Background: an optimization exercise with open tools, aiming at small area. Do not read the settings as production practice. Function was checked by simulation only, so behaviour that the tests miss may differ from the original. No activity file was given, so power comes from the tool's default toggle rates.

==> design/flow/design.v <==
module ts_framer (
    input  wire        clk,
    input  wire        rst,
    input  wire        byte_valid,
    input  wire [7:0]  byte_data,
    input  wire        eos,
    input  wire        cfg_wr,
    input  wire        cfg_rd,
    input  wire [7:0]  cfg_addr,
    input  wire [15:0] cfg_wdata,
    output wire        frame_valid,
    output wire [12:0] frame_pid,
    output wire        frame_pusi,
    output wire        frame_has_af,
    output wire        frame_has_payload,
    output wire [3:0]  frame_cc,
    output wire [7:0]  frame_af_len,
    output wire [8:0]  frame_off,
    output wire [7:0]  frame_n,
    output wire        frame_overrun,
    output wire        frame_deliver,
    output wire        frame_pcr_valid,
    output wire [41:0] frame_pcr,
    output wire [3:0]  frame_route,
    output wire [3:0]  frame_cc_disc,
    output wire [15:0] frame_cc_expected,
    output wire        rd_valid,
    output wire [7:0]  rd_addr,
    output wire [15:0] rd_data
);
    reg [1:0]  st;
    reg [7:0]  byte_idx;
    reg        flag_af_overrun;
    reg        flag_cc_disc;
    reg [3:0]  route_en;
    reg [12:0] route_pid [0:3];
    reg [3:0]  cc_valid;
    reg [3:0]  cc_exp [0:3];           
    reg        h_sync;                 
    reg        h_pusi;
    reg [12:0] h_pid;
    reg        h_has_af;
    reg        h_has_pl;
    reg [3:0]  h_cc;
    reg [7:0]  h_af_len;               
    reg        h_pcr_valid;
    reg [41:0] pcr;
    reg        m3_d;                   
    reg        m3_c;
    reg [1:0]  m5a_d;                  
    reg        m5a_c;
    reg [1:0]  m5b_d;                  
    reg        m5b_c;
    reg        me_c;                   
    wire running = (st == 2'd0);
    wire byte_ev = byte_valid && running;
    wire last    = (byte_idx == 8'd187);
    wire [3:0] cc_inc = h_cc + 4'd1;
    wire       ovr    = h_af_len > 8'd183;
    wire [7:0] n_full = 8'd184 - h_af_len - {7'd0, h_has_af};
    reg [3:0] route, disc;
    integer c;
    always @(*) begin
        for (c = 0; c < 4; c = c + 1) begin
            route[c] = route_en[c] && (route_pid[c] == h_pid);
            disc[c]  = route[c] && h_has_pl && cc_valid[c] && (h_cc != cc_exp[c]);
        end
    end
    wire frame_done = byte_ev && last && h_sync;
    assign frame_valid       = frame_done;
    assign frame_pid         = h_pid;
    assign frame_pusi        = h_pusi;
    assign frame_has_af      = h_has_af;
    assign frame_has_payload = h_has_pl;
    assign frame_cc          = h_cc;
    assign frame_af_len      = h_af_len;
    assign frame_off         = {1'b0, h_af_len} + 9'd4 + {8'd0, h_has_af};
    assign frame_overrun     = ovr;
    assign frame_n           = ovr ? 8'd0 : n_full;
    assign frame_deliver     = h_has_pl && !ovr;
    assign frame_pcr_valid   = h_pcr_valid;
    assign frame_pcr         = pcr;
    assign frame_route       = route;
    assign frame_cc_disc     = disc;
    assign frame_cc_expected = {cc_exp[3], cc_exp[2], cc_exp[1], cc_exp[0]};
    wire [1:0] mode = {st[1], st[0] & ~st[1]};
    wire [1:0] err  = {st[1] & st[0], st[1] & ~st[0]};
    reg [15:0] rd_value;
    always @(*) begin
        rd_value = 16'h0000;
        if (cfg_addr == 8'h00)
            rd_value = {byte_idx, 1'b0, flag_cc_disc, 1'b0, flag_af_overrun, err, mode};
        else if (cfg_addr == 8'h01)
            rd_value = {route_en[3], 2'b00, route_pid[3]};
        else if (cfg_addr >= 8'h10 && cfg_addr < 8'h13)
            rd_value = {route_en[cfg_addr[1:0]], 2'b00, route_pid[cfg_addr[1:0]]};
    end
    assign rd_valid = cfg_rd;
    assign rd_addr  = cfg_addr;
    assign rd_data  = rd_value;
    wire       wr_route = cfg_wr && ((cfg_addr == 8'h01) ||
                                     (cfg_addr >= 8'h10 && cfg_addr < 8'h13));
    wire [1:0] wr_ch    = (cfg_addr == 8'h01) ? 2'd3 : cfg_addr[1:0];
    integer k;
    always @(posedge clk) begin
        if (rst) begin
            st              <= 2'd0;
            byte_idx        <= 8'd0;
            flag_af_overrun <= 1'b0;
            flag_cc_disc    <= 1'b0;
            route_en        <= 4'd0;
            cc_valid        <= 4'd0;
            for (k = 0; k < 4; k = k + 1)
                route_pid[k] <= 13'd0;
        end else begin
            if (byte_ev) begin
                if (last) begin
                    byte_idx <= 8'd0;
                    if (!h_sync)
                        st <= 2'd2;
                end else begin
                    byte_idx <= byte_idx + 8'd1;
                end
            end
            if (eos && running)
                st <= (byte_idx == 8'd0) ? 2'd1 : 2'd3;
            if (frame_done) begin
                if (ovr)
                    flag_af_overrun <= 1'b1;
                if (|disc)
                    flag_cc_disc <= 1'b1;
                for (k = 0; k < 4; k = k + 1)
                    if (route[k] && h_has_pl)
                        cc_valid[k] <= 1'b1;
            end
            if (wr_route) begin
                route_en[wr_ch]  <= cfg_wdata[15];
                route_pid[wr_ch] <= cfg_wdata[12:0];
                cc_valid[wr_ch]  <= 1'b0;
            end
        end
    end
    always @(posedge clk) begin
        if (frame_done)
            for (k = 0; k < 4; k = k + 1)
                if (route[k] && h_has_pl)
                    cc_exp[k] <= cc_inc;
    end
    wire step    = byte_valid && byte_idx >= 8'd12 && byte_idx < 8'd52;
    wire x_in    = pcr[0]  & (byte_idx < 8'd45);      
    wire e_in    = pcr[33] & (byte_idx < 8'd19);      
    wire [1:0] s3  = x_in + m3_d + m3_c;
    wire [1:0] s5a = s3[0] + m5a_d[1] + m5a_c;
    wire [1:0] s5b = s5a[0] + m5b_d[1] + m5b_c;
    wire [1:0] se  = s5b[0] + e_in + me_c;
    always @(posedge clk) begin
        if (byte_valid) begin
            case (byte_idx)
                8'd0: h_sync <= (byte_data == 8'h47);
                8'd1: begin h_pusi <= byte_data[6]; h_pid[12:8] <= byte_data[4:0]; end
                8'd2: h_pid[7:0] <= byte_data;
                8'd3: begin
                    h_has_af <= byte_data[5];
                    h_has_pl <= byte_data[4];
                    h_cc     <= byte_data[3:0];
                end
                8'd4: h_af_len <= h_has_af ? byte_data : 8'd0;
                8'd5: h_pcr_valid <= (h_af_len >= 8'd7) && byte_data[4];
                8'd6: pcr[32:25] <= byte_data;
                8'd7: pcr[24:17] <= byte_data;
                8'd8: pcr[16:9]  <= byte_data;
                8'd9: pcr[8:1]   <= byte_data;
                8'd10: begin pcr[0] <= byte_data[7]; pcr[39] <= byte_data[0]; end
                8'd11: begin
                    pcr[38:33] <= byte_data[7:2];
                    pcr[41:40] <= byte_data[1:0] & {2{h_pcr_valid}};
                end
                default: ;
            endcase
            if (step)
                pcr <= {se[0] & h_pcr_valid, pcr[41:1]};
            m3_d  <= step & x_in;
            m3_c  <= step & s3[1];
            m5a_d <= {m5a_d[0], s3[0]} & {2{step}};
            m5a_c <= step & s5a[1];
            m5b_d <= {m5b_d[0], s5a[0]} & {2{step}};
            m5b_c <= step & s5b[1];
            me_c  <= step & se[1];
        end
    end
endmodule
==> design/flow/run.sh <==
#!/bin/bash
# synth_recipe.tcl (not shown) runs the flow's synth.tcl, then flattens the netlist and writes it again
# the make line also repeats each setting of config.mk as NAME=value (left out here)
make -C /OpenROAD-flow-scripts/flow DESIGN_CONFIG=/design/flow/config.mk WORK_HOME=/design/flow/orfs CLKGATE_MAP_FILE= SYNTH_SCRIPT=/design/flow/synth_recipe.tcl finish
==> design/flow/config.mk <==
export PLATFORM = sky130hd
export DESIGN_NAME = ts_framer
export DESIGN_NICKNAME = ts_framer
export VERILOG_FILES = /design/flow/design.v
export SDC_FILE = /design/flow/constraint.sdc
export NUM_CORES = 4
export LEC_CHECK = 0
export CAP_MARGIN = 20
export CORE_MARGIN = 2
export CORE_UTILIZATION = 40
export SLEW_MARGIN = 20
==> design/flow/constraint.sdc <==
create_clock -name core_clock -period 8.0 [get_ports {clk}]
set_input_delay 1.6000 -clock core_clock [delete_from_list [all_inputs] [get_ports {clk}]]
set_output_delay 1.6000 -clock core_clock [all_outputs]
set_load 0.01 [all_outputs]
==> results by group, run 1 <==
Floorplanning
  • Initial core utilization: approximately two fifths
  • Io pins: approximately 180
  • Die Ht: between 150 and 200 µm
  • Die Area: around 23,000 µm²
  • Row Count: 53
  • Area of the core: 21,100 µm²
  • Die W: 151 µm

Clock network
  • Worst-Skew Late Latency: 430 ps
  • CTS Buf Count: 17
  • H-tree depth: 4
  • CTS tree: built
  • Post-CTS sizing: 0
  • CTS Hold Bufs: 0
  • Clock tree sinks: between 150 and 200
  • Worst-path clk slew: approximately 70 ps
  • Max Root-Sink Buffers: 2
  • Post-CTS Setup Repair Bufs: 0
  • Clk Tree Root Cell: clkbuf_16

Timing
  • Post-route setup slack: 2060 ps
  • Final hold viol count: 0
  • Fin crit period: approximately 5900 ps
  • Period utilization: ~74%
  • Setup TNS: 0 ps
  • Final slew viol count: 0
  • Max Clock Skew: around 11 ps
  • Slew margin rel.: about 29%
  • RSZ-0062 raised after global routing: no
  • Max Fclk: approximately 170 MHz
  • Worst-margin pin slew: approximately 1000 ps
  • Final setup vio count: 0

Global route
  • Most used routing layer: met2
  • Routing usage on met1: between 30% and 40%
  • Initial antenna violation count: 0
  • Pin count of the biggest net entering global routing: 46
  • Vias in the first global route: 6,161
  • Grt ovf: 0
  • Met3 usage: under 10%
  • Gr usage total: ~22%
  • Met2 usage: approximately a third
  • First-pass GRT wire length: approximately 37 mm

Cells and area
  • Area grow syn2layout: 29.0%
  • Layout Cells excl Fill: 1,226
  • Core Util, Final: roughly 53%
  • Layout cell share with drive strength beyond 1: under 10%
  • Final net count: between 1,000 and 1,500
  • Fillcell total: 1,938
  • Ant diodes: 0

Setup path
  • Max stage delay on crit path: between 900 and 1000 ps
  • Critical-path cell list: clkdlybuf4s50_1 > nor2b_1 > buf_4 > nand2_1 > o21ai_0 > a22oi_1 > nand2_1 > clkdlybuf4s50_1
  • Critical path startpoint category: input port
  • Arrival time at the worst endpoint: roughly 4300 ps
  • CP Buf/Inv Count: 3
  • Slowest stage cell, crit path: clkdlybuf4s50_1
  • CP endpoint kind: primary output
  • Crit path kind: in2out
  • Worst Path Required: 6400 ps
  • Family with the most delay on the worst path: buffers and inverters
  • CP Max Fanout: 26

Yosys
  • Syn nets: 850
  • EDFF count, synth: approximately 150
  • Ys async rst share: 0%
  • Register area share after synthesis: a little under three fifths
  • Number of synthesized register bits: between 150 and 200
  • Most used DFF post-synth: edfxtp_1
  • Post-synthesis cell count: approximately 790
  • Syn_area_per_cell: 11.0 µm²
  • Yosys warnings: 2
  • Post-synth cell types: 57
  • Post-synthesis cell area: 8630 µm²

Placement
  • Buffers on Ports: between 150 and 200
  • Final HPWL DP: around 18 mm
  • Routability-driven placement congestion ratio: ~0.86
  • Inst Count DP: approximately 1,200
  • Pre-CTS setup slack: between 2000 and 2500 ps

Drt
  • Drt first pass iters: 5
  • Residual DRC count: 0
  • DR iter-0 viols: between 400 and 500
  • Vias: 6,376
  • Avg WL per Cell: 20.0 µm
  • Antenna viol nets, final: 0
  • DR vias/cell: approximately 5.2
  • DRT Wirelength: roughly 25 mm

Worst hold path
  • Type of the tightest min-delay check: reg2reg

Power and ir drop
  • Maximum VDD drop: ~0.16 mV
  • Power, Total: around 1.9 mW
  • PD cells: around 170 nW/µm²
  • P_leak: roughly 4.2 nW

Flow run
  • Max Cap Violations: 0

Run status
  • Run status: finished clean
## cell type report
cell class	count	area, µm²	area share (%)
clock buffer	18	429	3.85
clock inverter	14	146	1.31
sequential	169	4870	43.8
timing repair buffer	186	1830	16.4
multi-input combinational	534	3400	30.5
tap	275	344	3.09
inverter	30	113	1.01
## cells in the final DEF (no fill, tap or decap), types with 3 or more instances in the layout
cell type          n
clkdlybuf4s50_1  173
nand2_1          149
edfxtp_1         149
xnor2_1           73
nor2_1            47
and2_1            41
inv_1             30
and3_1            30
o21ai_0           23
ha_1              22
dfxtp_1           20
nand4_1           18
clkbuf_16         17
xor2_1            15
mux2i_1           14
buf_4             13
a22oi_1           10
nor2b_1            9
nand3_1            9
a21oi_1            8
nor4_1             8
inv_6              5
a41oi_1            4
nor3_1             4
fa_1               4
inv_8              4
or3_1              3
nand2b_1           3
## worst register-to-register path, cell delays in order, from the launching register on
cell and delay (ps):
dfxtp_1 480, inv_1 150, ha_1 220, nor2_1 90, o21ai_0 90, nand3_1 150, fa_1 470, fa_1 510
fa_1 510, inv_1 60, fa_1 520, nand2_1 60, a21boi_0 240
## flip-flops by register name (all words and copies together) (netlist names), 2 cells and up
| name | count |
|---|---|
| byte_idx | 8 |
| cc_exp | 16 |
| cc_valid | 4 |
| h_af_len | 8 |
| h_cc | 4 |
| h_pid | 13 |
| m5a_d | 2 |
| m5b_d | 2 |
| pcr | 42 |
| route_en | 4 |
| route_pid | 52 |
| st | 2 |
## synth_stat cells (10+ instances only)
library cell | count | area [µm²]
a22oi_1 | 10 | 75.1
and2_1 | 41 | 257
and3_1 | 30 | 188
buf_4 | 11 | 82.6
clkbuf_1 | 35 | 131
dfxtp_1 | 20 | 400
edfxtp_1 | 149 | 4470
ha_1 | 22 | 275
inv_1 | 30 | 113
mux2i_1 | 14 | 140
nand2_1 | 149 | 559
nand4_1 | 18 | 113
nor2_1 | 47 | 176
o21ai_0 | 27 | 135
xnor2_1 | 73 | 639
xor2_1 | 15 | 131
## report_power, final
group	internal (mW)	switching [mW]	leakage [nW]
combinational	0.0566	0.0722	2.36
clock	0.417	0.393	0.280
sequential	0.977	0.0221	1.54
total	1.45	0.487	4.18
## final timing paths
path                    from               to  slack (ps)  depth (start not counted)
max              cfg_addr[1]       rd_data[4]        2060                          8
min          flag_af_overrun  flag_af_overrun         490                          2
max reg2reg      byte_idx[0]          pcr[41]        4280                         12
min reg2reg  flag_af_overrun  flag_af_overrun         490                          2
## per-layer routing
metal	vias up	share of wire (%)
met3	29	6.4
met5	-	0
met4	0	1.7
met1	3096	45
met2	225	47
li1	3026	-
## kinds of logic after synthesis
group	synth area share, %
simple gates	19.2
flops	56.5
xor+xnor	8.93
buf+inv	4.25
compound gates	5.29
fa+ha+maj	4.12
mux	1.75
## per-stage QoR
step	hold WS, ps	area (µm²)
global route	521	11100
CTS	496	11100
finish	493	11100
global placement	453	10600
detailed placement	466	10600
floorplan	437	8630
==> inputs of run 2 (changes only) <==
--- a/design/flow/design.v
+++ b/design/flow/design.v
@@ -59,3 +59,2 @@
     wire       ovr    = h_af_len > 8'd183;
-    wire [7:0] n_full = 8'd184 - h_af_len - {7'd0, h_has_af};
     reg [3:0] route, disc;
@@ -76,5 +75,5 @@
     assign frame_af_len      = h_af_len;
-    assign frame_off         = {1'b0, h_af_len} + 9'd4 + {8'd0, h_has_af};
+    assign frame_off         = h_has_af ? {1'b0, h_af_len} + 9'd5 : 9'd4;
     assign frame_overrun     = ovr;
-    assign frame_n           = ovr ? 8'd0 : n_full;
+    assign frame_n           = !h_has_af ? 8'd184 : ovr ? 8'd0 : ~h_af_len + 8'd184;
     assign frame_deliver     = h_has_pl && !ovr;
@@ -110,6 +109,3 @@
             flag_cc_disc    <= 1'b0;
-            route_en        <= 4'd0;
             cc_valid        <= 4'd0;
-            for (k = 0; k < 4; k = k + 1)
-                route_pid[k] <= 13'd0;
         end else begin
@@ -135,8 +131,11 @@
             end
-            if (wr_route) begin
-                route_en[wr_ch]  <= cfg_wdata[15];
-                route_pid[wr_ch] <= cfg_wdata[12:0];
-                cc_valid[wr_ch]  <= 1'b0;
-            end
+            if (wr_route)
+                cc_valid[wr_ch] <= 1'b0;
         end
+    end
+    wire [13:0] route_wd = {cfg_wdata[15], cfg_wdata[12:0]} & {14{~rst}};
+    always @(posedge clk) begin
+        for (k = 0; k < 4; k = k + 1)
+            if (rst || (wr_route && wr_ch == k))
+                {route_en[k], route_pid[k]} <= route_wd;
     end
==> design/flow/flow/run.sh (new file) <==
#!/bin/bash
# Own layout flow: the standard ORFS layout, with
#  - the port buffers made from the smallest buffer cell (every port still
#    gets its own buffer),
#  - a clock tree built from small clock buffers without dummy loads.
set -euo pipefail
export BUFFER_PORTS_ARGS="-buffer_cell sky130_fd_sc_hd__buf_1"
export CTS_ARGS="-sink_clustering_enable -repair_clock_nets -dont_use_dummy_load -buf_list {sky130_fd_sc_hd__clkbuf_4 sky130_fd_sc_hd__clkbuf_8} -sink_clustering_size 16 -sink_clustering_max_diameter 60"
bash standard.sh > standard_make.log 2>&1
==> design/flow/standard.sh (new file) <==
#!/bin/bash
# synth_recipe.tcl (not shown) runs the flow's synth.tcl, then flattens the netlist and writes it again
# the make line also repeats each setting of config.mk as NAME=value (left out here)
make -C /OpenROAD-flow-scripts/flow DESIGN_CONFIG=/design/flow/config.mk WORK_HOME=/design/flow/orfs CLKGATE_MAP_FILE= SYNTH_SCRIPT=/design/flow/synth_recipe.tcl "${@:-finish}"
--- a/design/flow/config.mk
+++ b/design/flow/config.mk
@@ -9,3 +9,3 @@
 export CORE_MARGIN = 2
-export CORE_UTILIZATION = 40
+export CORE_UTILIZATION = 50
 export SLEW_MARGIN = 20
removed: design/flow/run.sh
==> run 2 against run 1 <==
  * Count of clock-buffer cells in the layout decreased by 1
  * Core utilization increased by 4.9 points
  * Final area decreased by 18%
  * Clock skew increased by 21 ps
  * Via count decreased by 11%
  * Critical path type unchanged
  * Largest cell class unchanged
  * Critical endpoint is now rd_data[15]
  * Combinational power about the same
  * Highest routed layer unchanged
  * Clock power decreased by 45%
==> results by group, run 2 <==
Global route
  • Routing usage on met1: 31.4% (was 30.9%)
  • Pin count of the biggest net entering global routing: 44 (was 46)
  • Met2 usage: 41.3% (was 34.4%)
  • Gr usage total: 24.5% (was 21.8%)
  • Initial antenna violation count: 0 (unchanged)
  • First-pass GRT wire length: 32.1 mm (was 36.6 mm)
  • Vias in the first global route: 5,679 (was 6,161)
  • Grt ovf: 0 (unchanged)
  • Met3 usage: 6.13% (was 4.16%)
  • Most used routing layer: met2 (unchanged)

Yosys
  • Ys async rst share: 0% (unchanged)
  • Most frequent cell after synthesis: edfxtp_1
  • EDFF count, synth: 153 (was 149)
  • Post-synth top area cell: edfxtp_1 (unchanged)
  • Syn nets: 726 (was 850)
  • Most used DFF post-synth: edfxtp_1 (unchanged)
  • Post-synth cell types: 55 (was 57)
  • Number of synthesized register bits: 169 (unchanged)
  • Post-synthesis cell area: 8140 µm² (was 8630 µm²)
  • Yosys warnings: 3 (was 2)
  • Post-synthesis cell count: 676 (was 786)
  • Share of Yosys cell area claimed by the top area cell type: 56.4% (was 51.8%)
  • Synth cell count leaders: edfxtp_1 (153), nand2_1 (126), xnor2_1 (61) (was edfxtp_1 (149), nand2_1 (149), xnor2_1 (73))
  • Syn_area_per_cell: 12.0 µm² (was 11.0 µm²)
  • Register area share after synthesis: 60.3% (was 56.5%)
  • Main area contributors after synthesis: edfxtp_1 (56%), xnor2_1 (6.6%), nand2_1 (5.8%), dfxtp_1 (3.9%), mux4_2 (3.6%) (was edfxtp_1 (52%), xnor2_1 (7.4%), nand2_1 (6.5%), dfxtp_1 (4.6%), ha_1 (3.2%))

Timing
  • Worst-margin pin slew: 1040 ps (was 1050 ps)
  • Fin crit period: 5430 ps (was 5940 ps)
  • Setup TNS: 0 ps (unchanged)
  • Final hold viol count: 0 (unchanged)
  • Final setup vio count: 0 (unchanged)
  • Max Fclk: 184 MHz (was 168 MHz)
  • Post-route setup slack: 2570 ps (was 2060 ps)
  • Period utilization: 67.9% (was 74.2%)
  • Slew margin rel.: 29.7% (was 29.1%)
  • Max Clock Skew: 32.2 ps (was 11.1 ps)
  • RSZ-0062 raised after global routing: no (unchanged)
  • Final slew viol count: 0 (unchanged)

Setup path
  • Arrival time at the worst endpoint: 3830 ps (was 4340 ps)
  • Crit path kind: in2out (unchanged)
  • CP Max Fanout: 14 (was 26)
  • Critical path startpoint category: input port (unchanged)
  • R2R depth: 11 (was 12)
  • CP endpoint kind: primary output (unchanged)
  • Worst Path Required: 6400 ps (about the same)

Drt
  • DRT Wirelength: 20.9 mm (was 24.5 mm)
  • DR vias/cell: 5.42 (was 5.20)
  • Vias: 5,662 (was 6,376)
  • Drt first pass iters: 5 (unchanged)
  • Antenna viol nets, final: 0 (unchanged)
  • Residual DRC count: 0 (unchanged)
  • Avg WL per Cell: 20.0 µm (about the same)
  • DR iter-0 viols: 516 (was 469)

Clock network
  • Max Root-Sink Buffers: 2 (unchanged)
  • Clk Tree Root Cell: clkbuf_8 (was clkbuf_16)
  • CTS tree: built (unchanged)
  • Worst-path clk slew: 80 ps (was 70 ps)
  • H-tree depth: 4 (unchanged)
  • CTS Buf Count: 17 (unchanged)
  • Worst-Skew Late Latency: 470 ps (was 430 ps)
  • Post-CTS sizing: 0 (unchanged)
  • Post-CTS Setup Repair Bufs: 0 (unchanged)
  • Clock tree sinks: 169 (unchanged)
  • CTS Hold Bufs: 0 (unchanged)

Power and ir drop
  • P_leak: 3.16 nW (was 4.18 nW)
  • Internal power: 1.23 mW (was 1.45 mW)
  • Switching Power: 0.359 mW (was 0.487 mW)
  • Maximum VDD drop: 0.104 mV (was 0.159 mV)
  • Net Sw Frac: 22.5% (was 25.1%)
  • Reg power frac: 64.2% (was 51.6%)
  • Combinational share of power: 8.0% (was 6.6%)
  • PD cells: 174 nW/µm² (about the same)
  • Clock power share: 27.8% (was 41.8%)

Floorplanning
  • Initial core utilization: 51.3% (was 40.9%)
  • Row Count: 46 (was 53)
  • Io pins: 178 (unchanged)
  • Die W: 132 µm (was 151 µm)
  • Area of the core: 15,900 µm² (was 21,100 µm²)
  • Die Area: 17,300 µm² (was 22,800 µm²)
  • Die Ht: 132 µm (was 151 µm)

Placement
  • Buffers on Ports: 173 (unchanged)
  • Routability-driven placement congestion ratio: 0.837 (was 0.857)
  • Final HPWL DP: 15.3 mm (was 17.5 mm)
  • Pre-CTS setup slack: 2590 ps (was 2060 ps)
  • Inst Count DP: 1,027 (was 1,194)

Cells and area
  • Max FFs per register: 52 (unchanged)
  • Area grow syn2layout: 12.5% (was 29.0%)
  • Most frequent cells in the layout: buf_1 (173), edfxtp_1 (153), nand2_1 (126) (was clkdlybuf4s50_1 (173), nand2_1 (149), edfxtp_1 (149))
  • Fillcell total: 1,436 (was 1,938)
  • Layout cell share with drive strength beyond 1: 6.16% (was 5.99%)
  • Final net count: 880 (was 1,002)
  • Ant diodes: 0 (unchanged)
  • Most common cell after layout, fill and taps aside: buf_1 (was clkdlybuf4s50_1)
  • Layout Cells excl Fill: 1,044 (was 1,226)

Run status
  • Run status: finished clean (unchanged)

Flow run
  • Max Cap Violations: 0 (unchanged)

Worst hold path
  • Cell count of the worst hold path: 1 (was 2)
  • Type of the tightest min-delay check: reg2reg (unchanged)
## run 2: cell types whose count changed in the layout (fill, tap and decap cells not counted), sizes merged, moves of 12 or more
| cell | change |
|---|---|
| ha | -14 |
| clkdlybuf4s50 | -173 |
| mux2i | -14 |
| and3 | -26 |
| and2 | -20 |
| buf | +166 |
| mux4 | +13 |
| inv | -16 |
| nand2 | -23 |
| xnor2 | -12 |
## run 2: worst paths after layout
kind / start / end / slack (ps)
worst max-delay path: cfg_addr[5] / rd_data[15] / 2570
worst min-delay path: cc_valid[2] / cc_valid[2] / 490
worst min register to register: cc_valid[2] / cc_valid[2] / 490
worst max register to register: byte_idx[0] / pcr[41] / 4370
## run 2: cells by family (layout without fill, tap and decap cells)
kind of cell | Yosys count | after routing | share of synthesized area (%)
AOI/OAI and AO/OA | 55 | 55 | 4.78
xor gates and xnor gates | 84 | 84 | 9.03
adders and majority gates | 12 | 12 | 2.21
buffers and inverters | 67 | 219 | 3.67
DFF | 169 | 169 | 60.3
muxes | 14 | 14 | 3.73
and+or+nand+nor | 275 | 275 | 16.2
## run 2: layout make-up
type | instances | area [µm²] | share of cell area, %
Timing Repair Buffer | 179 | 692 | 7.55
Multi-Input combinational cell | 440 | 2970 | 32.4
Tap cell | 216 | 270 | 2.95
Sequential cell | 169 | 4910 | 53.6
Inverter | 23 | 86.3 | 0.942
Clock buffer | 17 | 234 | 2.55
## run 2: layer usage
metal  routed length, µm  vias up
met4                 281        0
li1                    -     2655
met3                1550       20
met1                8460     2758
met5                   0        -
met2               10600      229
## run 2: power by group through the flow
stage                     registers (mW)  clock network, mW  logic (mW)
after CTS                           1.02              0.452       0.128
final                               1.02              0.443       0.127
after floorplan                     1.03                  0      0.0862
after detailed placement            1.04                  0       0.127
after global placement              1.04                  0       0.125
after global routing                1.03              0.487       0.139
## run 2: stage by stage
stage / util [%] / area (µm²) / hold slack [ps] / power, mW
5_1_grt: 57.7 / 9160 / 501 / 1.65
4_1_cts: 57.7 / 9160 / 485 / 1.60
3_3_place_gp: 56.2 / 8920 / 461 / 1.17
3_5_place_dp: 56.2 / 8930 / 466 / 1.17
2_1_floorplan: - / 8140 / 437 / 1.12
6_report: 57.7 / 9160 / 486 / 1.59
## run 2: worst max-delay path, cell delays in order
cell and delay (ps):
buf_1 80, or4_4 560, nor2_2 130, and3_1 650, o221ai_2 240, o21a_1 240
a221oi_2 150, buf_1 180
==> inputs of run 3 (changes only) <==
--- a/design/flow/design.v
+++ b/design/flow/design.v
@@ -86,12 +86,14 @@
     wire [1:0] err  = {st[1] & st[0], st[1] & ~st[0]};
-    reg [15:0] rd_value;
-    always @(*) begin
-        rd_value = 16'h0000;
-        if (cfg_addr == 8'h00)
-            rd_value = {byte_idx, 1'b0, flag_cc_disc, 1'b0, flag_af_overrun, err, mode};
-        else if (cfg_addr == 8'h01)
-            rd_value = {route_en[3], 2'b00, route_pid[3]};
-        else if (cfg_addr >= 8'h10 && cfg_addr < 8'h13)
-            rd_value = {route_en[cfg_addr[1:0]], 2'b00, route_pid[cfg_addr[1:0]]};
-    end
+    wire a_hi0   = (cfg_addr[7:5] == 3'd0) && (cfg_addr[3:2] == 2'd0);
+    wire sel_st  = a_hi0 && !cfg_addr[4] && (cfg_addr[1:0] == 2'd0);
+    wire sel_r3  = a_hi0 && !cfg_addr[4] && (cfg_addr[1:0] == 2'd1);
+    wire sel_r0  = a_hi0 &&  cfg_addr[4] && (cfg_addr[1:0] == 2'd0);
+    wire sel_r1  = a_hi0 &&  cfg_addr[4] && (cfg_addr[1:0] == 2'd1);
+    wire sel_r2  = a_hi0 &&  cfg_addr[4] && (cfg_addr[1:0] == 2'd2);
+    wire [15:0] rd_value =
+        ({16{sel_st}} & {byte_idx, 1'b0, flag_cc_disc, 1'b0, flag_af_overrun, err, mode}) |
+        ({16{sel_r0}} & {route_en[0], 2'b00, route_pid[0]}) |
+        ({16{sel_r1}} & {route_en[1], 2'b00, route_pid[1]}) |
+        ({16{sel_r2}} & {route_en[2], 2'b00, route_pid[2]}) |
+        ({16{sel_r3}} & {route_en[3], 2'b00, route_pid[3]});
     assign rd_valid = cfg_rd;
==> run 3 against run 2 <==
  * Final area decreased by 2.7%
  * First-iteration DRC count is 16% lower
  * Via count decreased by 2.1%
  * Fmax shrank 1.5%
  * Register-to-register slack improved by 40 ps
  * Worst hold slack lost 12 ps
  * Critical path type unchanged
  * Largest cell class unchanged
==> results by group, run 3 <==
Global route
  • Pin count of the biggest net entering global routing: 44 (unchanged)
  • Grt ovf: 0 (unchanged)
  • Vias in the first global route: 5,147 (was 5,679)
  • Initial antenna violation count: 0 (unchanged)
  • Gr usage total: 23.5% (was 24.5%)
  • First-pass GRT wire length: 29.2 mm (was 32.1 mm)

Placement
  • Routability-driven placement congestion ratio: 0.823 (was 0.837)
  • Pre-CTS setup slack: 2520 ps (was 2590 ps)
  • Final HPWL DP: 14.7 mm (was 15.3 mm)
  • Buffers on Ports: 173 (unchanged)

Flow run
  • Max Cap Violations: 0 (unchanged)

Drt
  • Vias: 5,544 (was 5,662)
  • DR iter-0 viols: 433 (was 516)
  • Residual DRC count: 0 (unchanged)
  • DRT Wirelength: 20.2 mm (was 20.9 mm)
  • Avg WL per Cell: 19.6 µm (was 20.0 µm)
  • Antenna viol nets, final: 0 (unchanged)
  • DR vias/cell: 5.36 (was 5.42)
  • Drt first pass iters: 5 (unchanged)

Timing
  • Slew margin rel.: 22.1% (was 29.7%)
  • Period utilization: 68.9% (was 67.9%)
  • Max Clock Skew: 21.8 ps (was 32.2 ps)
  • Fin crit period: 5510 ps (was 5430 ps)
  • Max Fclk: 181 MHz (was 184 MHz)
  • RSZ-0062 raised after global routing: no (unchanged)
  • Setup TNS: 0 ps (unchanged)
  • Final slew viol count: 0 (unchanged)
  • Final hold viol count: 0 (unchanged)
  • Final setup vio count: 0 (unchanged)
  • Post-route setup slack: 2490 ps (was 2570 ps)
  • Worst-margin pin slew: 1160 ps (was 1040 ps)

Run status
  • Run status: finished clean (unchanged)

Yosys
  • Syn nets: 727 (was 726)
  • Number of synthesized register bits: 169 (unchanged)
  • EDFF count, synth: 153 (unchanged)
  • Post-synthesis cell area: 7990 µm² (was 8140 µm²)
  • Post-synth cell types: 49 (was 55)
  • Register area share after synthesis: 61.5% (was 60.3%)
  • Syn_area_per_cell: 11.8 µm² (was 12.0 µm²)
  • Main area contributors after synthesis: edfxtp_1 (58%), xnor2_1 (8.4%), nand2_1 (6.2%), dfxtp_1 (4.0%), and2_1 (2.3%) (was edfxtp_1 (56%), xnor2_1 (6.6%), nand2_1 (5.8%), dfxtp_1 (3.9%), mux4_2 (3.6%))
  • Most used DFF post-synth: edfxtp_1 (unchanged)
  • Synth cell count leaders: edfxtp_1 (153), nand2_1 (132), xnor2_1 (77) (was edfxtp_1 (153), nand2_1 (126), xnor2_1 (61))
  • Ys async rst share: 0% (unchanged)
  • Most frequent cell after synthesis: edfxtp_1 (unchanged)
  • Yosys warnings: 3 (unchanged)
  • Share of Yosys cell area claimed by the top area cell type: 57.5% (was 56.4%)
  • Post-synth top area cell: edfxtp_1 (unchanged)
  • Post-synthesis cell count: 677 (was 676)

Cells and area
  • Core Util, Final: 56.5% (was 57.7%)
  • Final net count: 871 (was 880)
  • Fillcell total: 1,432 (was 1,436)
  • Most common cell after layout, fill and taps aside: buf_1 (unchanged)
  • Most frequent cells in the layout: buf_1 (173), edfxtp_1 (153), nand2_1 (132) (was buf_1 (173), edfxtp_1 (153), nand2_1 (126))
  • Max FFs per register: 52 (unchanged)
  • Ant diodes: 0 (unchanged)
  • Area grow syn2layout: 11.6% (was 12.5%)
  • Layout cell share with drive strength beyond 1: 4.27% (was 6.16%)

Setup path
  • Crit. Startpoint: cfg_addr[2] (was cfg_addr[5])
  • Max stage delay on crit path: 890 ps (was 650 ps)
  • Slowest stage cell, crit path: nor3_2 (was and3_1)
  • Critical-path cell list: buf_1 > or4_4 > nor2_1 > nand2_1 > nor3_2 > a22oi_1 > o211ai_2 > buf_1 (was buf_1 > or4_4 > nor2_2 > and3_1 > o221ai_2 > o21a_1 > a221oi_2 > buf_1)
  • Critical path startpoint category: input port (unchanged)
  • CP endpoint kind: primary output (unchanged)
  • Crit path kind: in2out (unchanged)
  • Worst Path Required: 6400 ps (about the same)
  • R2R depth: 11 (unchanged)
  • Crit path top cell by count: buf_1 (unchanged)
  • FF-to-FF setup slack: 4410 ps (was 4370 ps)
  • CP endpoint: rd_data[2] (was rd_data[15])
  • Worst R2R Start: byte_idx[0] (unchanged)
  • Arrival time at the worst endpoint: 3910 ps (was 3830 ps)
  • Worst reg2reg path endpoint: pcr[41] (unchanged)
  • CP Max Fanout: 14 (unchanged)

Power and ir drop
  • Switching Power: 0.353 mW (was 0.359 mW)
  • Combinational share of power: 6.5% (was 8.0%)
  • Clock power share: 28.6% (was 27.8%)
  • Reg power frac: 64.9% (was 64.2%)
  • PD cells: 177 nW/µm² (was 174 nW/µm²)
  • P_leak: 3.02 nW (was 3.16 nW)
  • Maximum VDD drop: 0.105 mV (was 0.104 mV)
  • Internal power: 1.22 mW (was 1.23 mW)
  • Net Sw Frac: 22.4% (was 22.5%)

Floorplanning
  • Io pins: 178 (unchanged)
  • Area of the core: 15,800 µm² (was 15,900 µm²)
  • Die W: 130 µm (was 132 µm)
  • Die Ht: 130 µm (was 132 µm)
  • Row Count: 46 (unchanged)
  • Die Area: 17,000 µm² (was 17,300 µm²)
  • Initial core utilization: 50.6% (was 51.3%)

Worst hold path
  • Hold path start: cc_valid[1] (was cc_valid[2])
  • Cell count of the worst hold path: 2 (was 1)
  • Type of the tightest min-delay check: reg2reg (unchanged)

Clock network
  • Clock tree sinks: 169 (unchanged)
  • CTS tree: built (unchanged)
  • CTS Buf Count: 17 (unchanged)
  • Post-CTS Setup Repair Bufs: 0 (unchanged)
  • H-tree depth: 4 (unchanged)
  • Clk Tree Root Cell: clkbuf_8 (unchanged)
  • Worst-Skew Late Latency: 460 ps (was 470 ps)
  • CTS Hold Bufs: 0 (unchanged)
  • Max Root-Sink Buffers: 2 (unchanged)
  • Post-CTS sizing: 0 (unchanged)
  • Worst-path clk slew: 60 ps (was 80 ps)
[run 3: changes by cell type after synthesis, moves of 6 or more]
cell / before / now
xnor2_1: 61 / 77
a22oi_1: 11 / 17
and2_1: 20 / 29
nand2_1: 126 / 132
o21ai_1: 9 / 0
clkbuf_1: 26 / 32
a222oi_1: 0 / 10
xor2_1: 23 / 8
mux4_2: 13 / 0
nand3_1: 14 / 8
a21oi_1: 6 / 12
[run 3: worst min-delay path by stage]
stage,end,slack [ps]
2_1_floorplan,cc_valid[1],430
4_1_cts,cc_valid[1],470
6_report,cc_valid[1],470
3_5_place_dp,cc_valid[1],460
5_1_grt,cc_valid[0],500
3_3_place_gp,cc_valid[1],440
[run 3: metal layers]
metal  GRT usage [%]  share of wire [%]  vias to the layer above
li1                -                  -                     2625
met5               0                  0                        -
met1            32.5                 45                     2676
met2            38.3                 47                      223
met3            4.93                6.7                       20
met4            6.57               0.98                        0
[run 3: per-stage QoR]
| step | cells | instance area [µm²] | hold WS [ps] | total power [mW] |
|---|---|---|---|---|
| 3_5_place_dp | 1018 | 8680 | 457 | 1.14 |
| 2_1_floorplan | 677 | 7990 | 429 | 1.10 |
| 3_3_place_gp | 1018 | 8670 | 442 | 1.14 |
| 6_report | 1035 | 8910 | 474 | 1.58 |
| 4_1_cts | 1035 | 8910 | 472 | 1.59 |
| 5_1_grt | 1035 | 8910 | 504 | 1.63 |
[run 3: kinds of logic (layout without fill, tap and decap cells)]
logic type,after synthesis,after routing,share of synthesized area (%)
DFF,169,169,61.5
buffers and inverters,69,211,4.01
and+or+nand+nor,282,282,17.3
adders and majority gates,12,12,2.26
AOI/OAI and AO/OA,60,60,5.59
xor gates and xnor gates,85,85,9.32
[run 3: critical path, delay by kind of cell]
kind / cells / cell delay (ps)
compound gates: 2 / 330
simple gates: 4 / 1710
buf+inv: 2 / 260
[run 3: cell type report]
| type | instances | area (µm²) | share of cell area (%) |
|---|---|---|---|
| flip-flops and latches | 169 | 4910 | 55.2 |
| repair buffers | 176 | 672 | 7.54 |
| multi-input cells | 439 | 2750 | 30.9 |
| inverters | 18 | 67.6 | 0.758 |
| well taps | 216 | 270 | 3.03 |
| clock buffers | 17 | 234 | 2.63 |
[run 3: power groups by stage]
stage                     registers, mW  logic [mW]  clock network, mW
after floorplan                    1.03      0.0716                  0
after global placement             1.04       0.101                  0
after detailed placement           1.04       0.103                  0
after CTS                          1.02       0.104              0.460
after global routing               1.03       0.115              0.488
final                              1.02       0.103              0.451
==> inputs of run 4 (changes only) <==
==> design/flow/flow/run.sh (replaced) <==
#!/bin/bash
# Own layout flow: the standard ORFS layout (standard.sh), with
#  - the port buffers made from the smallest buffer cell (every port still
#    gets its own buffer),
#  - a clock tree built from clkbuf_8 cells without dummy loads,
#  - after placement, cells on paths with spare setup slack sized down
#    (repair_timing -recover_power), then re-legalised.
set -euo pipefail
export BUFFER_PORTS_ARGS="-buffer_cell sky130_fd_sc_hd__buf_1"
export CTS_ARGS="-sink_clustering_enable -repair_clock_nets -dont_use_dummy_load -buf_list {sky130_fd_sc_hd__clkbuf_8} -sink_clustering_size 16 -sink_clustering_max_diameter 60"
bash standard.sh place > standard_place.log 2>&1
RES=orfs/results/${FLOW_PLATFORM}/ts_framer/base
PLAT=${FLOW_HOME}/platforms/${FLOW_PLATFORM}
cat > downsize.tcl <<EOT
read_liberty ${PLAT}/lib/sky130_fd_sc_hd__tt_025C_1v80.lib
read_db ${RES}/3_place.odb
read_sdc ${RES}/3_place.sdc
source ${PLAT}/setRC.tcl
set_dont_use [get_lib_cells {*/sky130_fd_sc_hd__probe_p_8 */sky130_fd_sc_hd__probec_p_8 */sky130_fd_sc_hd__lpflow_*}]
estimate_parasitics -placement
report_design_area
repair_timing -recover_power 100
detailed_placement
check_placement
estimate_parasitics -placement
report_design_area
report_worst_slack -max
report_worst_slack -min
write_db ${RES}/3_place.odb
EOT
openroad -no_init -exit downsize.tcl > downsize.log 2>&1
bash standard.sh > standard_finish.log 2>&1
==> run 4 against run 3 <==
  * Still clean
  * Routed wire length is essentially flat
  * Clock power shrank 1%
  * Non-clock buffer count grew 2
  * Flip-flop and latch count is the same
  * Sequential share of layout area grew 0.18 points
  * Clock skew grew 5.3 ps
  * Final cell count grew 0.19%
  * Global-route usage shrank 0.079 points
  * Count of clock-buffer cells in the layout is the same
  * Fmax shrank 7.6%
  * Final area shrank 0.32%
==> results by group, run 4 <==
Cells and area
  • Core Util, Final: 56.3% (was 56.5%)
  • Area grow syn2layout: 11.2% (was 11.6%)
  • Final net count: 873 (was 871)
  • Most frequent cells in the layout: buf_1 (165), edfxtp_1 (153), nand2_1 (132) (was buf_1 (173), edfxtp_1 (153), nand2_1 (132))
  • Layout Cells excl Fill: 1,037 (was 1,035)
  • Ant diodes: 0 (unchanged)
  • Most common cell after layout, fill and taps aside: buf_1 (unchanged)
  • Layout cell share with drive strength beyond 1: 3.17% (was 4.27%)
  • Max FFs per register: 52 (unchanged)

Setup path
  • CP Max Fanout: 14 (unchanged)
  • CP Buf/Inv Count: 2 (unchanged)
  • R2R depth: 11 (unchanged)
  • Family with the most delay on the worst path: simple AND/OR/NAND/NOR gates (unchanged)
  • Worst R2R Start: byte_idx[0] (unchanged)
  • Worst reg2reg path endpoint: pcr[41] (unchanged)
  • FF-to-FF setup slack: 4390 ps (was 4410 ps)
  • Critical path startpoint category: input port (unchanged)
  • Worst Path Required: 6400 ps (about the same)
  • CP endpoint kind: primary output (unchanged)
  • Arrival time at the worst endpoint: 4370 ps (was 3910 ps)
  • Critical-path cell list: clkbuf_1 > nor3b_1 > nand2_1 > nor4_1 > and2_0 > buf_1 (was buf_1 > or4_4 > nor2_1 > nand2_1 > nor3_2 > a22oi_1 > o211ai_2 > buf_1)
  • WP depth: 6 (was 8)
  • Max stage delay on crit path: 850 ps (was 890 ps)
  • Slowest stage cell, crit path: nor4_1 (was nor3_2)
  • Crit path kind: in2out (unchanged)

Power and ir drop
  • Switching Power: 0.348 mW (was 0.353 mW)
  • Clock power share: 28.4% (was 28.6%)
  • Power, Total: 1.57 mW (was 1.58 mW)
  • Internal power: 1.22 mW (about the same)
  • P_leak: 2.99 nW (was 3.02 nW)
  • Reg power frac: 65.1% (was 64.9%)
  • PD cells: 177 nW/µm² (about the same)
  • Net Sw Frac: 22.1% (was 22.4%)
  • Combinational share of power: 6.5% (about the same)
  • Maximum VDD drop: 0.105 mV (about the same)

Yosys
  • Most used DFF post-synth: edfxtp_1 (unchanged)
  • Main area contributors after synthesis: edfxtp_1 (58%), xnor2_1 (8.4%), nand2_1 (6.2%), dfxtp_1 (4.0%), and2_1 (2.3%) (unchanged)
  • Post-synth cell types: 49 (unchanged)
  • Syn_area_per_cell: 11.8 µm² (unchanged)
  • Register area share after synthesis: 61.5% (unchanged)
  • Share of Yosys cell area claimed by the top area cell type: 57.5% (unchanged)
  • Ys async rst share: 0% (unchanged)
  • Syn nets: 727 (unchanged)
  • Post-synthesis cell area: 7990 µm² (unchanged)
  • EDFF count, synth: 153 (unchanged)
  • Post-synth top area cell: edfxtp_1 (unchanged)
  • Post-synthesis cell count: 677 (unchanged)
  • Number of synthesized register bits: 169 (unchanged)
  • Synth cell count leaders: edfxtp_1 (153), nand2_1 (132), xnor2_1 (77) (unchanged)
  • Most frequent cell after synthesis: edfxtp_1 (unchanged)
  • Yosys warnings: 3 (unchanged)

Clock network
  • Clock tree sinks: 169 (unchanged)
  • H-tree depth: 4 (unchanged)
  • Post-CTS Setup Repair Bufs: 0 (unchanged)
  • CTS Hold Bufs: 0 (unchanged)
  • Post-CTS sizing: 0 (unchanged)
  • Worst-path clk slew: 70 ps (was 60 ps)
  • CTS tree: built (unchanged)
  • Max Root-Sink Buffers: 2 (unchanged)
  • Worst-Skew Late Latency: 450 ps (was 460 ps)
  • Clk Tree Root Cell: clkbuf_8 (unchanged)
  • CTS Buf Count: 17 (unchanged)

Timing
  • Worst-margin pin slew: 1160 ps (about the same)
  • Max Clock Skew: 27.1 ps (was 21.8 ps)
  • Slew margin rel.: 22.3% (was 22.1%)
  • Final slew viol count: 0 (unchanged)
  • Post-route setup slack: 2030 ps (was 2490 ps)
  • Final hold viol count: 0 (unchanged)
  • Fin crit period: 5970 ps (was 5510 ps)
  • Max Fclk: 168 MHz (was 181 MHz)
  • Final setup vio count: 0 (unchanged)
  • RSZ-0062 raised after global routing: no (unchanged)
  • Setup TNS: 0 ps (unchanged)
  • Period utilization: 74.6% (was 68.9%)

Global route
  • Initial antenna violation count: 0 (unchanged)
  • Grt ovf: 0 (unchanged)
  • Gr usage total: 23.4% (was 23.5%)
  • Pin count of the biggest net entering global routing: 44 (unchanged)
  • Vias in the first global route: 5,161 (was 5,147)
  • First-pass GRT wire length: 29.2 mm (about the same)

Floorplanning
  • Initial core utilization: 50.6% (unchanged)
  • Die Ht: 130 µm (unchanged)
  • Die Area: 17,000 µm² (unchanged)
  • Io pins: 178 (unchanged)
  • Area of the core: 15,800 µm² (unchanged)
  • Row Count: 46 (unchanged)
  • Die W: 130 µm (unchanged)

Drt
  • DR iter-0 viols: 541 (was 433)
  • Vias: 5,554 (was 5,544)
  • Residual DRC count: 0 (unchanged)
  • DR vias/cell: 5.36 (about the same)
  • Avg WL per Cell: 19.5 µm (was 19.6 µm)
  • DRT Wirelength: 20.3 mm (was 20.2 mm)
  • Drt first pass iters: 5 (unchanged)
  • Antenna viol nets, final: 0 (unchanged)

Placement
  • Buffers on Ports: 173 (unchanged)
  • Inst Count DP: 1,018 (unchanged)
  • Final HPWL DP: 14.7 mm (unchanged)
  • Pre-CTS setup slack: 2520 ps (unchanged)
  • Routability-driven placement congestion ratio: 0.823 (unchanged)

Worst hold path
  • Type of the tightest min-delay check: reg2reg (unchanged)
  • Hold path endpoint: cc_valid[1] (unchanged)
  • Hold path start: cc_valid[1] (unchanged)
  • Cell count of the worst hold path: 2 (unchanged)

Run status
  • Run status: finished clean (unchanged)

Flow run
  • Max Cap Violations: 0 (unchanged)
run 4: cell count changes in the layout (fill, tap and decap cells not counted), moves of 2 or more:
cell,change
and2_0,+15
o211ai_2,-2
clkbuf_1,+9
and2_1,-15
buf_1,-8
o211ai_1,+2
clkbuf_2,+2
nor4_1,+2
buf_4,-2
nor4_2,-2
run 4: per-layer routing:
| metal | vias to the layer above | track usage, % | wire length [µm] |
|---|---|---|---|
| li1 | 2629 | - | - |
| met1 | 2698 | 32.4 | 9210 |
| met2 | 211 | 38.3 | 9550 |
| met3 | 16 | 4.32 | 1290 |
| met4 | 0 | 6.95 | 204 |
| met5 | - | 0 | 0 |
run 4: power groups by stage:
stage	logic (mW)	registers (mW)	clock network (mW)
floorplan	0.0716	1.03	0
global placement	0.101	1.04	0
detailed placement	0.103	1.04	0
CTS	0.102	1.02	0.454
global route	0.114	1.03	0.485
finish	0.102	1.02	0.446
run 4: area by class of cell:
| cell class | count | area [µm²] |
|---|---|---|
| Clock buffer | 17 | 234 |
| Fill cell | 1449 | 6890 |
| Inverter | 18 | 67.6 |
| Multi-Input combinational cell | 439 | 2710 |
| Sequential cell | 169 | 4910 |
| Tap cell | 216 | 270 |
| Timing Repair Buffer | 178 | 691 |
run 4: cells by family after synthesis:
family | synth area share (%)
AND/OR/NAND/NOR | 17.3
flip-flops | 61.5
XOR/XNOR | 9.32
buffers and inverters | 4.01
AO/OA/AOI/OAI | 5.59
adder cells (fa/ha/maj) | 2.26
run 4: tightest hold or removal path: cells and delay by family, from the launching register on:
kind,cells,cell delay [ps]
DFF,1,330
AOI/OAI and AO/OA,1,40
and+or+nand+nor,1,70
run 4: worst max-delay path by stage:
stage / to / from / slack, ps
after global placement: rd_data[3] / cfg_addr[2] / 2400
after detailed placement: rd_data[3] / cfg_addr[2] / 2520
final: frame_valid / byte_valid / 2030
after CTS: rd_data[8] / cfg_addr[2] / 1440
after global routing: frame_valid / byte_valid / 1730
after floorplan: rd_data[2] / cfg_addr[2] / 3350
run 4: metrics by stage:
stage / hold WS [ps] / area (µm²)
after floorplan: 429 / 7990
after global placement: 442 / 8670
after detailed placement: 457 / 8680
after CTS: 474 / 8840
after global routing: 503 / 8880
final: 474 / 8880
==> inputs of run 5 (changes only) <==
--- a/design/flow/flow/run.sh
+++ b/design/flow/flow/run.sh
@@ -2,2 +2,6 @@
 # Own layout flow: the standard ORFS layout (standard.sh), with
+#  - synthesis run by standard.sh with ORFS's own scripts, except that the
+#    ABC mapping script is an area-oriented variant (delay relaxation on
+#    &nf, no buffering/upsizing inside ABC); the flip-flops Yosys infers
+#    are unchanged, only the combinational mapping differs,
 #  - the port buffers made from the smallest buffer cell (every port still
@@ -7,2 +11,4 @@
 #    (repair_timing -recover_power), then re-legalised.
+# Each tool's output goes to a log file in this folder (ORFS's own logs are
+# under orfs/logs/).
 set -euo pipefail
@@ -10,2 +16,9 @@
 export CTS_ARGS="-sink_clustering_enable -repair_clock_nets -dont_use_dummy_load -buf_list {sky130_fd_sc_hd__clkbuf_8} -sink_clustering_size 16 -sink_clustering_max_diameter 60"
+
+# synthesis with the area-oriented ABC script
+rm -rf scripts_area
+cp -r "${FLOW_HOME}/scripts" scripts_area
+cp flow/abc_area_nf.script scripts_area/abc_speed.script
+SCRIPTS_DIR="$PWD/scripts_area" bash standard.sh synth > standard_synth.log 2>&1
+
 bash standard.sh place > standard_place.log 2>&1
==> design/flow/flow/abc_area_nf.script (new file) <==
&get -n
&st
&dch
&nf -R 1000 -p -F 8 -C 32
&st
&syn2
&if -g -K 6
&synch2
&nf -R 1000 -p -F 8 -C 32
&st
&syn2
&if -g -K 6
&synch2
&nf -R 1000 -p -F 8 -C 32
&put
topo
stime -c
dnsize -c
--- a/design/flow/config.mk
+++ b/design/flow/config.mk
@@ -9,3 +9,3 @@
 export CORE_MARGIN = 2
-export CORE_UTILIZATION = 50
+export CORE_UTILIZATION = 65
 export SLEW_MARGIN = 20
==> run 5 against run 4 <==
  * Flip-flop and latch count did not move
  * Register-to-register slack got worse by 260 ps
  * Setup slack improved by 210 ps
  * Final cell count fell by 7.9%
  * Combinational power barely moved
  * Sequential share of layout area rose by 0.92 points
  * Critical path type unchanged
==> results by group, run 5 <==
Timing
  • Final slew viol count: 0 (unchanged)
  • Worst-margin pin slew: 1180 ps (was 1160 ps)
  • Slew margin rel.: 21.2% (was 22.3%)
  • Max Clock Skew: 23.2 ps (was 27.1 ps)
  • Final hold viol count: 0 (unchanged)
  • Setup TNS: 0 ps (unchanged)
  • Final setup vio count: 0 (unchanged)
  • Fin crit period: 5760 ps (was 5970 ps)
  • Max Fclk: 174 MHz (was 168 MHz)
  • Period utilization: 72.0% (was 74.6%)
  • RSZ-0062 raised after global routing: no (unchanged)

Global route
  • Pin count of the biggest net entering global routing: 44 (unchanged)
  • First-pass GRT wire length: 28.6 mm (was 29.2 mm)
  • Grt ovf: 0 (unchanged)
  • Initial antenna violation count: 0 (unchanged)
  • Vias in the first global route: 5,360 (was 5,161)
  • Gr usage total: 29.9% (was 23.4%)

Placement
  • Buffers on Ports: 173 (unchanged)
  • Routability-driven placement congestion ratio: 0.908 (was 0.823)
  • Final HPWL DP: 13.4 mm (was 14.7 mm)

Cells and area
  • Final net count: 864 (was 873)
  • Area grow syn2layout: 13.5% (was 11.2%)
  • Most common cell after layout, fill and taps aside: buf_1 (unchanged)
  • Max FFs per register: 52 (unchanged)
  • Most frequent cells in the layout: buf_1 (166), edfxtp_1 (153), nand2_1 (119) (was buf_1 (165), edfxtp_1 (153), nand2_1 (132))
  • Fillcell total: 802 (was 1,449)
  • Layout cell share with drive strength beyond 1: 2.83% (was 3.17%)
  • Core Util, Final: 76.2% (was 56.3%)
  • Ant diodes: 0 (unchanged)

Yosys
  • Most frequent cell after synthesis: edfxtp_1 (unchanged)
  • Synth cell count leaders: edfxtp_1 (153), nand2_1 (119), xnor2_1 (65) (was edfxtp_1 (153), nand2_1 (132), xnor2_1 (77))
  • Syn nets: 673 (was 727)
  • Main area contributors after synthesis: edfxtp_1 (60%), xnor2_1 (7.4%), nand2_1 (5.8%), dfxtp_1 (4.2%), xor2_1 (2.3%) (was edfxtp_1 (58%), xnor2_1 (8.4%), nand2_1 (6.2%), dfxtp_1 (4.0%), and2_1 (2.3%))
  • Post-synth cell types: 41 (was 49)
  • Yosys warnings: 3 (unchanged)
  • Share of Yosys cell area claimed by the top area cell type: 59.7% (was 57.5%)
  • EDFF count, synth: 153 (unchanged)
  • Post-synthesis cell area: 7700 µm² (was 7990 µm²)
  • Most used DFF post-synth: edfxtp_1 (unchanged)
  • Number of synthesized register bits: 169 (unchanged)
  • Post-synthesis cell count: 623 (was 677)
  • Post-synth top area cell: edfxtp_1 (unchanged)
  • Ys async rst share: 0% (unchanged)
  • Register area share after synthesis: 63.8% (was 61.5%)
  • Syn_area_per_cell: 12.4 µm² (was 11.8 µm²)

Setup path
  • Arrival time at the worst endpoint: 4160 ps (was 4370 ps)
  • Critical path startpoint category: input port (unchanged)
  • Crit. Startpoint: byte_valid (unchanged)
  • CP endpoint kind: primary output (unchanged)
  • Crit path kind: in2out (unchanged)
  • Worst reg2reg path endpoint: pcr[41] (unchanged)
  • Worst Path Required: 6400 ps (about the same)
  • CP Max Fanout: 14 (unchanged)
  • CP endpoint: frame_valid (unchanged)
  • R2R depth: 11 (unchanged)
  • Worst R2R Start: byte_idx[0] (unchanged)
  • FF-to-FF setup slack: 4130 ps (was 4390 ps)

Clock network
  • CTS tree: built (unchanged)
  • Post-CTS sizing: 0 (unchanged)
  • Clk Tree Root Cell: clkbuf_8 (unchanged)
  • Clock tree sinks: 169 (unchanged)
  • Post-CTS Setup Repair Bufs: 0 (unchanged)
  • H-tree depth: 4 (unchanged)
  • Worst-Skew Late Latency: 460 ps (was 450 ps)
  • CTS Hold Bufs: 0 (unchanged)
  • Worst-path clk slew: 70 ps (about the same)
  • CTS Buf Count: 17 (unchanged)
  • Max Root-Sink Buffers: 2 (unchanged)

Drt
  • DR iter-0 viols: 567 (was 541)
  • Avg WL per Cell: 19.9 µm (was 19.5 µm)
  • Antenna viol nets, final: 0 (unchanged)
  • Drt first pass iters: 5 (unchanged)
  • DRT Wirelength: 19.0 mm (was 20.3 mm)
  • Residual DRC count: 0 (unchanged)
  • Vias: 5,749 (was 5,554)
  • DR vias/cell: 6.02 (was 5.36)

Floorplanning
  • Row Count: 39 (was 46)
  • Initial core utilization: 67.1% (was 50.6%)
  • Io pins: 178 (unchanged)
  • Die Ht: 113 µm (was 130 µm)
  • Die Area: 12,700 µm² (was 17,000 µm²)
  • Area of the core: 11,500 µm² (was 15,800 µm²)
  • Die W: 113 µm (was 130 µm)

Flow run
  • Max Cap Violations: 0 (unchanged)

Worst hold path
  • Type of the tightest min-delay check: reg2reg (unchanged)

Run status
  • Run status: finished clean (unchanged)

Power and ir drop
  • P_leak: 2.92 nW (was 2.99 nW)
  • PD cells: 180 nW/µm² (was 177 nW/µm²)
  • Maximum VDD drop: 0.153 mV (was 0.105 mV)
## run 5: kinds of logic (layout without fill, tap and decap cells)
family	count (synthesis)	in the layout	synth area share [%]
simple gates	272	272	16.8
compound gates	61	61	5.74
buf+inv	24	213	1.61
fa+ha+maj	12	12	2.34
flops	169	169	63.8
xor+xnor	85	85	9.67
## run 5: worst min-delay path by stage
stage / start / to / slack [ps] / cells after the start
final: cc_valid[2] / cc_valid[2] / 470 / 2
after global routing: cc_valid[1] / cc_valid[1] / 490 / 2
after CTS: cc_valid[0] / cc_valid[0] / 480 / 2
after detailed placement: cc_valid[2] / cc_valid[2] / 460 / 2
after global placement: cc_valid[2] / cc_valid[2] / 450 / 2
after floorplan: cc_valid[0] / cc_valid[0] / 430 / 2
## run 5: report_power, final
part | total [mW] | switching, mW | internal (mW)
logic | 0.103 | 0.0640 | 0.0387
registers | 1.02 | 0.0275 | 0.995
clock network | 0.446 | 0.259 | 0.188
total | 1.57 | 0.350 | 1.22
## run 5: cell type report
cell class | count | area, µm² | share of cell area, %
Clock buffer | 17 | 234 | 2.68
Inverter | 15 | 56.3 | 0.644
Multi-Input combinational cell | 430 | 2670 | 30.6
Sequential cell | 169 | 4910 | 56.3
Tap cell | 143 | 179 | 2.05
Timing Repair Buffer | 181 | 683 | 7.82
## run 5: worst max-delay path: stages
cell,delay [ps]
clkbuf_1,500
nor3b_1,610
nand2_1,240
nor4_1,460
and2_0,530
buf_1,200
## run 5: per-layer routing
metal	part of all wire, %	global-route usage, %	up-vias	wire length [µm]
met4	2.2	9.76	0	414
met2	47	47.8	348	9000
li1	-	-	2616	-
met1	40	40.7	2746	7550
met3	11	7.66	39	2020
met5	0	0	-	0
## run 5: through the flow
stage | std cells | setup slack [ps] | cell area [µm²] | total power, mW | hold slack, ps
finish | 955 | 2240 | 8740 | 1.57 | 470
global route | 955 | 2030 | 8740 | 1.61 | 493
CTS | 954 | 2240 | 8720 | 1.57 | 476
detailed placement | 937 | 2290 | 8520 | 1.14 | 457
global placement | 937 | 2300 | 8520 | 1.14 | 445
floorplan | 623 | 2830 | 7700 | 1.10 | 432
==> inputs of run 6 (changes only) <==
--- a/design/flow/config.mk
+++ b/design/flow/config.mk
@@ -9,3 +9,3 @@
 export CORE_MARGIN = 2
-export CORE_UTILIZATION = 65
+export CORE_UTILIZATION = 78
 export SLEW_MARGIN = 20
==> run 6 against run 5 <==
  * Total power barely moved
  * Fmax fell by 5.6%
  * Die area fell by 16%
  * Synthesized area did not move
  * Routed wire length rose by 10%
  * Global-route usage rose by 10 points
  * Highest routed layer unchanged
  * Largest power group unchanged
  * Combinational power rose by 5%
  * Critical endpoint unchanged
==> results by group, run 6 <==
Power and ir drop
  • Power, Total: 1.57 mW (about the same)
  • Maximum VDD drop: 0.132 mV (was 0.153 mV)
  • P_leak: 2.93 nW (was 2.92 nW)
  • PD cells: 180 nW/µm² (about the same)

Placement
  • Final HPWL DP: 14.7 mm (was 13.4 mm)
  • Buffers on Ports: 173 (unchanged)
  • Routability-driven placement congestion ratio: 0.916 (was 0.908)

Cells and area
  • Max FFs per register: 52 (unchanged)
  • Final net count: 864 (unchanged)
  • Layout cell share with drive strength beyond 1: 2.83% (unchanged)
  • Most common cell after layout, fill and taps aside: buf_1 (unchanged)
  • Area grow syn2layout: 13.5% (about the same)
  • Most frequent cells in the layout: buf_1 (166), edfxtp_1 (153), nand2_1 (119) (unchanged)
  • Ant diodes: 0 (unchanged)

Yosys
  • Synth cell count leaders: edfxtp_1 (153), nand2_1 (119), xnor2_1 (65) (unchanged)
  • Syn nets: 673 (unchanged)
  • Most frequent cell after synthesis: edfxtp_1 (unchanged)
  • Post-synth top area cell: edfxtp_1 (unchanged)
  • Post-synthesis cell area: 7700 µm² (unchanged)
  • Share of Yosys cell area claimed by the top area cell type: 59.7% (unchanged)
  • Post-synthesis cell count: 623 (unchanged)
  • Most used DFF post-synth: edfxtp_1 (unchanged)
  • Ys async rst share: 0% (unchanged)
  • EDFF count, synth: 153 (unchanged)
  • Post-synth cell types: 41 (unchanged)
  • Register area share after synthesis: 63.8% (unchanged)
  • Number of synthesized register bits: 169 (unchanged)
  • Syn_area_per_cell: 12.4 µm² (unchanged)
  • Main area contributors after synthesis: edfxtp_1 (60%), xnor2_1 (7.4%), nand2_1 (5.8%), dfxtp_1 (4.2%), xor2_1 (2.3%) (unchanged)
  • Yosys warnings: 3 (unchanged)

Clock network
  • Max Root-Sink Buffers: 2 (unchanged)
  • Worst-Skew Late Latency: 440 ps (was 460 ps)
  • CTS Hold Bufs: 0 (unchanged)
  • CTS tree: built (unchanged)
  • CTS Buf Count: 17 (unchanged)
  • Post-CTS Setup Repair Bufs: 0 (unchanged)
  • Clk Tree Root Cell: clkbuf_8 (unchanged)
  • Worst-path clk slew: 90 ps (was 70 ps)
  • H-tree depth: 4 (unchanged)
  • Clock tree sinks: 169 (unchanged)
  • Post-CTS sizing: 0 (unchanged)

Drt
  • Drt first pass iters: 9 (was 5)
  • DR vias/cell: 6.44 (was 6.02)
  • Avg WL per Cell: 22.1 µm (was 19.9 µm)
  • Residual DRC count: 0 (unchanged)
  • DR iter-0 viols: 723 (was 567)
  • DRT Wirelength: 20.9 mm (was 19.0 mm)
  • Vias: 6,083 (was 5,749)
  • Antenna viol nets, final: 0 (unchanged)

Timing
  • Fin crit period: 6100 ps (was 5760 ps)
  • Max Fclk: 164 MHz (was 174 MHz)
  • Slew margin rel.: 21.3% (was 21.2%)
  • WHS: 476 ps (was 470 ps)
  • RSZ-0062 raised after global routing: no (unchanged)
  • Period utilization: 76.2% (was 72.0%)
  • Max Clock Skew: 20.1 ps (was 23.2 ps)
  • Setup TNS: 0 ps (unchanged)
  • Worst-margin pin slew: 1170 ps (was 1180 ps)
  • Final hold viol count: 0 (unchanged)
  • Final slew viol count: 0 (unchanged)
  • Final setup vio count: 0 (unchanged)

Setup path
  • CP Max Fanout: 14 (unchanged)
  • Worst reg2reg path endpoint: pcr[41] (unchanged)
  • FF-to-FF setup slack: 4040 ps (was 4130 ps)
  • Worst Path Required: 6400 ps (about the same)
  • CP endpoint kind: primary output (unchanged)
  • Worst R2R Start: byte_idx[0] (unchanged)
  • Slowest stage cell, crit path: nor3b_1 (unchanged)
  • Max stage delay on crit path: 700 ps (was 610 ps)
  • Critical path startpoint category: input port (unchanged)
  • Arrival time at the worst endpoint: 4500 ps (was 4160 ps)
  • R2R depth: 11 (unchanged)
  • Crit. Startpoint: byte_valid (unchanged)
  • Crit path kind: in2out (unchanged)
  • Critical-path cell list: clkbuf_1 > nor3b_1 > nand2_1 > nor4_1 > and2_0 > buf_1 (unchanged)

Floorplanning
  • Row Count: 36 (was 39)
  • Die W: 103 µm (was 113 µm)
  • Die Ht: 103 µm (was 113 µm)
  • Die Area: 10,700 µm² (was 12,700 µm²)
  • Initial core utilization: 79.5% (was 67.1%)
  • Io pins: 178 (unchanged)
  • Area of the core: 9680 µm² (was 11,500 µm²)

Global route
  • Grt ovf: 0 (unchanged)
  • Pin count of the biggest net entering global routing: 44 (unchanged)
  • First-pass GRT wire length: 30.6 mm (was 28.6 mm)
  • Gr usage total: 40.0% (was 29.9%)
  • Routing usage on met1: 49.1% (was 40.7%)
  • Most used routing layer: met2 (unchanged)
  • Initial antenna violation count: 0 (unchanged)
  • Met2 usage: 68.3% (was 47.8%)
  • Vias in the first global route: 5,784 (was 5,360)
  • Met3 usage: 10.0% (was 7.66%)

Flow run
  • Max Cap Violations: 0 (unchanged)

Worst hold path
  • Hold path endpoint: cc_valid[0] (was cc_valid[2])
  • Cell count of the worst hold path: 2 (unchanged)
  • Hold path start: cc_valid[0] (was cc_valid[2])
  • Type of the tightest min-delay check: reg2reg (unchanged)

Run status
  • Run status: finished clean (unchanged)
==> run 6: cell counts after synthesis <==
No cell type changed its count.
==> run 6: routing by layer <==
layer  vias up  part of all wire [%]  wire [µm]
met2       543                    51      10700
li1       2619                     -          -
met1      2851                    33       6870
met5         -                     0          0
met4         0                   3.4        702
met3        70                    13       2640
==> run 6: power breakdown <==
group / internal (mW) / switching, mW
Combinational: 0.0389 / 0.0692
Clock: 0.188 / 0.253
Sequential: 0.995 / 0.0280
Total: 1.22 / 0.350
==> run 6: worst max-delay path by stage <==
stage / to / slack (ps) / depth (start not counted)
finish: frame_valid / 1900 / 6
global route: frame_valid / 1780 / 6
CTS: frame_valid / 2020 / 6
detailed placement: frame_valid / 1970 / 6
global placement: rd_data[2] / 2210 / 8
floorplan: rd_data[2] / 2830 / 5
==> run 6: layout make-up <==
cell class	count	area, µm²
clock buffers	17	234
well taps	133	166
repair buffers	181	702
fillers	403	943
inverters	15	56.3
flip-flops and latches	169	4910
multi-input cells	430	2670
==> run 6: per-stage QoR <==
stage | std cells | area (µm²) | util (%) | setup WS, ps
5_1_grt | 945 | 8740 | 90.3 | 1780
3_5_place_dp | 927 | 8510 | 87.8 | 1970
2_1_floorplan | 623 | 7700 | - | 2830
6_report | 945 | 8740 | 90.3 | 1900
4_1_cts | 944 | 8720 | 90.0 | 2020
3_3_place_gp | 926 | 8500 | 87.7 | 2210
==> run 6: logic make-up after synthesis <==
family,share of synthesized area [%]
simple gates,16.8
fa+ha+maj,2.34
flops,63.8
compound gates,5.74
buf+inv,1.61
xor+xnor,9.67
==> run 6: critical path: cells and delay by family <==
| family | cells | cell delay [ps] |
|---|---|---|
| buffers and inverters | 2 | 750 |
| AND/OR/NAND/NOR | 4 | 2150 |

separate check: timing with driven ports:
In the flow no input, the clock included, has a driving cell. The finished layouts below were timed again as built, in two steps. Step 1 (the two cells are an assumption about what drives the block):
set clk [get_ports {clk}]
set_driving_cell -lib_cell sky130_fd_sc_hd__clkbuf_16 $clk
set_driving_cell -lib_cell sky130_fd_sc_hd__buf_2 [delete_from_list [all_inputs] $clk]
Step 2 times the ports against the registers' clock, not the clock port: input delays grow and output delays shrink by t, the midpoint of the rising clock arrivals with the driver on. Three values: ideal, step 1, step 2; two values: the first two.
run	t (ns)	slack for setup (ns)	clock arrival spread, ns
run 1	0.471	2.062 / 2.036 / 2.036	0.013 / 0.012
run 2	0.485	2.572 / 2.548 / 2.548	0.038 / 0.039
run 3	0.482	2.489 / 2.466 / 2.466	0.023 / 0.023
run 4	0.476	2.033 / 2.009 / 2.009	0.027 / 0.027
run 5	0.481	2.243 / 2.218 / 2.218	0.023 / 0.023
run 6	0.469	1.901 / 1.864 / 1.864	0.020 / 0.020
After both steps setup and hold are still met in every run listed. For run 6, which loses most, drivers alone change the setup slack by -0.037 ns; drivers and shift together by -0.037 ns.
